What follows belongs to an exercise in optimizing a design on an open flow for small area; a production flow would make more cautious choices. In this exercise RTL edits were held to simulation tests only and were not proved equivalent to the original. No activity file was given, so power comes from the tool's default toggle rates.

==> flow/design.v (excerpt) <==
module ivt_remote_core (
  input  wire        clk,
  input  wire        rst,           
  input  wire        req_valid,
  output wire        req_ready,
  input  wire [31:0] req_word,
  output wire        resp_valid,
  output wire [31:0] resp_stat,
  output wire [31:0] resp_result,
  input  wire [9:0]  pk_addr,
  output wire [7:0]  pk_data
);
Settings: LEC_CHECK=0, ABC_AREA=1, CAP_MARGIN=20, CORE_MARGIN=2, CORE_UTILIZATION=40, SLEW_MARGIN=20; clock period 10.0 ns.
standard.sh (not shown) runs the stock make flow with config.mk's settings and CLKGATE_MAP_FILE= SYNTH_SCRIPT=/design/flow/synth_recipe.tcl, a recipe that flattens the netlist after the stock synthesis.
==> flow/flow/run.sh <==
#!/bin/bash
# Own layout flow: the standard flow (standard.sh) with three changes in
# how the layout is made:
#  - synthesis maps the logic with an area-oriented ABC script
#    (flow/abc_area.script, used in place of ORFS's abc_area.script; the
#    rest of the synthesis, and so every register and its name, is the
#    standard one);
#  - port buffering uses the smallest buffer cell (every port still gets
#    its buffer);
#  - clock tree synthesis uses the options in flow/cts_args.txt.
# Each step's full output goes to a log file in this folder (synth.log,
# layout.log); ORFS's own per-step logs stay under orfs/logs/.
set -euo pipefail
W=$(pwd)

rm -rf "$W/scripts_area"
cp -r "$FLOW_HOME/scripts" "$W/scripts_area"
cp "$W/flow/abc_area.script" "$W/scripts_area/abc_area.script"

SCRIPTS_DIR="$W/scripts_area" bash "$W/standard.sh" synth > "$W/synth.log" 2>&1

export BUFFER_PORTS_ARGS="-buffer_cell sky130_fd_sc_hd__buf_1"
if [[ -s "$W/flow/cts_args.txt" ]]; then
  export CTS_ARGS="$(cat "$W/flow/cts_args.txt")"
fi
bash "$W/standard.sh" > "$W/layout.log" 2>&1
==> flow/flow/abc_area.script <==
strash
&get -n
&st
&b
&dch
&nf -R 1000 -p -F 8 -A 4 -a
&put
==> flow/flow/cts_args.txt <==
-sink_clustering_enable -repair_clock_nets -dont_use_dummy_load -buf_list sky130_fd_sc_hd__clkbuf_4
The baseline completed without violations.
==> next run, changes <==
==> flow/flow/cts_args.txt (replaced) <==
-sink_clustering_enable -repair_clock_nets -dont_use_dummy_load -buf_list sky130_fd_sc_hd__clkbuf_2
=>
- The changed run finished clean
- worst setup slack gains 17 ps
- register-to-register slack hardly moves
- clock skew went up by 13 ps
- cell count is unchanged

* * *

## build 70
ivt_remote_core, a different RTL version from the one above (not shown whole).
For scale: about 830 cells after synthesis, ~250 flip-flops, ~120 I/O pins.
// ivt_remote_core
module ivt_remote_core (
  input  wire        clk,
  input  wire        rst,           
  input  wire        req_valid,
  output wire        req_ready,
  input  wire [31:0] req_word,
  output wire        resp_valid,
  output wire [31:0] resp_stat,
  output wire [31:0] resp_result,
  input  wire [9:0]  pk_addr,
  output wire [7:0]  pk_data
);
  localparam [3:0] OP_REV    = 4'h1;
  localparam [3:0] OP_ENCT   = 4'h2;
  localparam [3:0] OP_ENCF   = 4'h3;
  localparam [3:0] OP_ENCP   = 4'h4;
  localparam [3:0] OP_ENCI   = 4'h5;
  localparam [3:0] OP_PCLR   = 4'h6;
  localparam [3:0] OP_PXOR   = 4'h7;
  localparam [3:0] OP_PFOLD  = 4'h8;
  localparam [3:0] OP_BUILD  = 4'h9;
  localparam [3:0] OP_ENCODE = 4'hA;
  localparam [3:0] OP_SEND   = 4'hB;
  localparam [3:0] OP_FWR    = 4'hC;
  localparam [3:0] OP_FRD    = 4'hD;
  localparam [3:0] OP_PRD    = 4'hE;
  localparam [3:0] C_NONE         = 4'h0;
  localparam [3:0] C_PWR_MISSING  = 4'h1;
  localparam [3:0] C_PWR_CONFLICT = 4'h2;
  localparam [3:0] C_TEMP_MISSING = 4'h3;
  localparam [3:0] C_TEMP_RANGE   = 4'h4;
  localparam [3:0] C_FAN_MISSING  = 4'h5;
  ...
Settings: LEC_CHECK=0, ABC_AREA=1, CAP_MARGIN=20, CORE_MARGIN=2, CORE_UTILIZATION=40, SLEW_MARGIN=20; clock period 10.0 ns.
==> flow/flow/cts_args.txt <==
-sink_clustering_enable -repair_clock_nets -dont_use_dummy_load -buf_list sky130_fd_sc_hd__clkbuf_2
Scripts as last shown in full above: flow/flow/run.sh, flow/flow/abc_area.script
diff inputs: build 70 => build 64
--- a/flow/flow/abc_area.script
+++ b/flow/flow/abc_area.script
@@ -3,2 +3,3 @@
 &st
+&deepsyn -T 60
 &b
==> flow/flow/cts_args.txt <==
-sink_clustering_enable -repair_clock_nets -dont_use_dummy_load -buf_list {sky130_fd_sc_hd__clkbuf_2 sky130_fd_sc_hd__clkbuf_4}
==> comparison <==
In build 64 the distinct cell type count after synthesis turned out 2 higher than in build 70. In the flow results for build 70 and build 64, the clock network fraction of total power is larger on build 64. Per the comparison of build 64 with build 70, final area went up about 0.66%; final cell count moved down; final setup slack of the worst path dropped 0.14 ns. | cell area after technology mapping | lower: build 64 |. Going from build 70 to build 64, placed instance area went down 110 um^2, overall power consumption went up 5.8%, initial core utilization went down 0.22 points, count of cell instances traversed by the critical path went up 3.
diff inputs: build 64 => build 11
==> flow/flow/abc_area.script <==
strash
&get -n
&st
&b
&dch
&nf -R 1000 -p -F 8 -A 4 -a
&put
==> flow/flow/cts_args.txt <==
-sink_clustering_enable -repair_clock_nets -dont_use_dummy_load -buf_list sky130_fd_sc_hd__clkbuf_2 -sink_buffer_max_cap_derate 0.3
==> run summary <==
- Having completed the whole flow, build 11 delivered a layout that passed the timing, design-rule and antenna checks.
- Across both runs, area growth from synthesis to layout was lower for build 11 than for build 64.
- Build 11 against build 64: depth of the worst hold-timing path has remained practically unchanged, detailed-route wire length shrank by 130 um, cell area -about 0.65%.
- Build 64 ended up with nor3_1 as its standard cell with the maximum stage delay on the critical path; build 11 ended up with nor2_1.
- Build 11 vs build 64 — combinational share of power rose 2.1 points.
diff inputs: build 11 => build 95
--- a/flow/flow/abc_area.script
+++ b/flow/flow/abc_area.script
@@ -3,2 +3,3 @@
 &st
+&deepsyn -T 60
 &b
==> flow/flow/cts_args.txt <==
-sink_clustering_enable -repair_clock_nets -dont_use_dummy_load -buf_list sky130_fd_sc_hd__clkbuf_2
### Flow results
- Build 95 vs build 11 — multi-input logic cell count dropped by a few percent
- In terms of share of synthesized cell area in full adder, half adder and majority cells, build 95 and build 11 differ only marginally.
- Compared with build 11, build 95 shows a non-clock buffer total of the final layout that is 1 lower.
- Of the two candidates, build 11 has the better maximum operating frequency and build 95 the worse one.
- Build 95 vs. build 11: number of placed instances with taps included dropped 1.3%, wire length climbed 0.51%, power dropped 1.0%.
Input changes introduced in build 77 (baseline for comparison: build 95):
==> flow/flow/abc_area.script <==
strash
&get -n
&st
&b
&dch
&nf -R 1000 -p -F 8 -A 4 -a
&put
==> flow/flow/cts_args.txt <==
-sink_clustering_enable -repair_clock_nets -dont_use_dummy_load -buf_list sky130_fd_sc_hd__clkbuf_2 -sink_buffer_max_cap_derate 1.0
==> run summary <==
Compared to build 95, build 77 has parity-gate share of the synthesized area counting xor and xnor cells 0.27 points higher. Taking build 95 as the reference, in build 77 sum of buffers and inverters on the critical path essentially unchanged, routed wire length decreased about 0.5%, relative contribution of combinational cells to total power increased 1.3 points, number of standard cells after synthesis increased 1.8%. Compared to build 95, build 77 has met2 demand-to-capacity share in global routing 0.58 points lower.

==> separate check: timing with driven ports <==
In the flow no input, the clock included, has a driving cell. The finished layouts below were timed again as built, in two steps.
Step 1 assumes that a clkbuf_16 drives the clock port and a buf_2 every other input.
Step 2 moves the port delays by t, midway between the first and last clock arrival at a register: inputs arrive t later, outputs are due t later. That takes back most of the time a late clock gives input paths.
Three values: ideal, step 1, step 2; two values: the first two.
| run | t (ns) | slack for setup (ns) | worst setup path at the end | slew at the worst register clock pin (ns) |
|---|---|---|---|---|
| the first run of note 1 | 0.683 | 1.711 / 1.685 / 1.685 | input to output | 0.07 / 0.07 |
| the second run of note 1 | 0.822 | 1.728 / 1.703 / 1.703 | input to output | 0.11 / 0.11 |
| build 70 | 0.769 | 1.861 / 1.837 / 1.837 | input to output | 0.11 / 0.11 |
| build 64 | 0.645 | 1.719 / 1.696 / 1.696 | input to output | 0.07 / 0.07 |
| build 11 | 0.769 | 1.861 / 1.837 / 1.837 | input to output | 0.11 / 0.11 |
| build 95 | 0.812 | 1.697 / 1.673 / 1.673 | input to output | 0.11 / 0.11 |
| build 77 | 0.769 | 1.861 / 1.837 / 1.837 | input to output | 0.11 / 0.11 |
After both steps setup and hold are still met in every run listed. For the first run of note 1, which loses most, drivers alone change the setup slack by -0.026 ns; drivers and shift together by -0.026 ns.
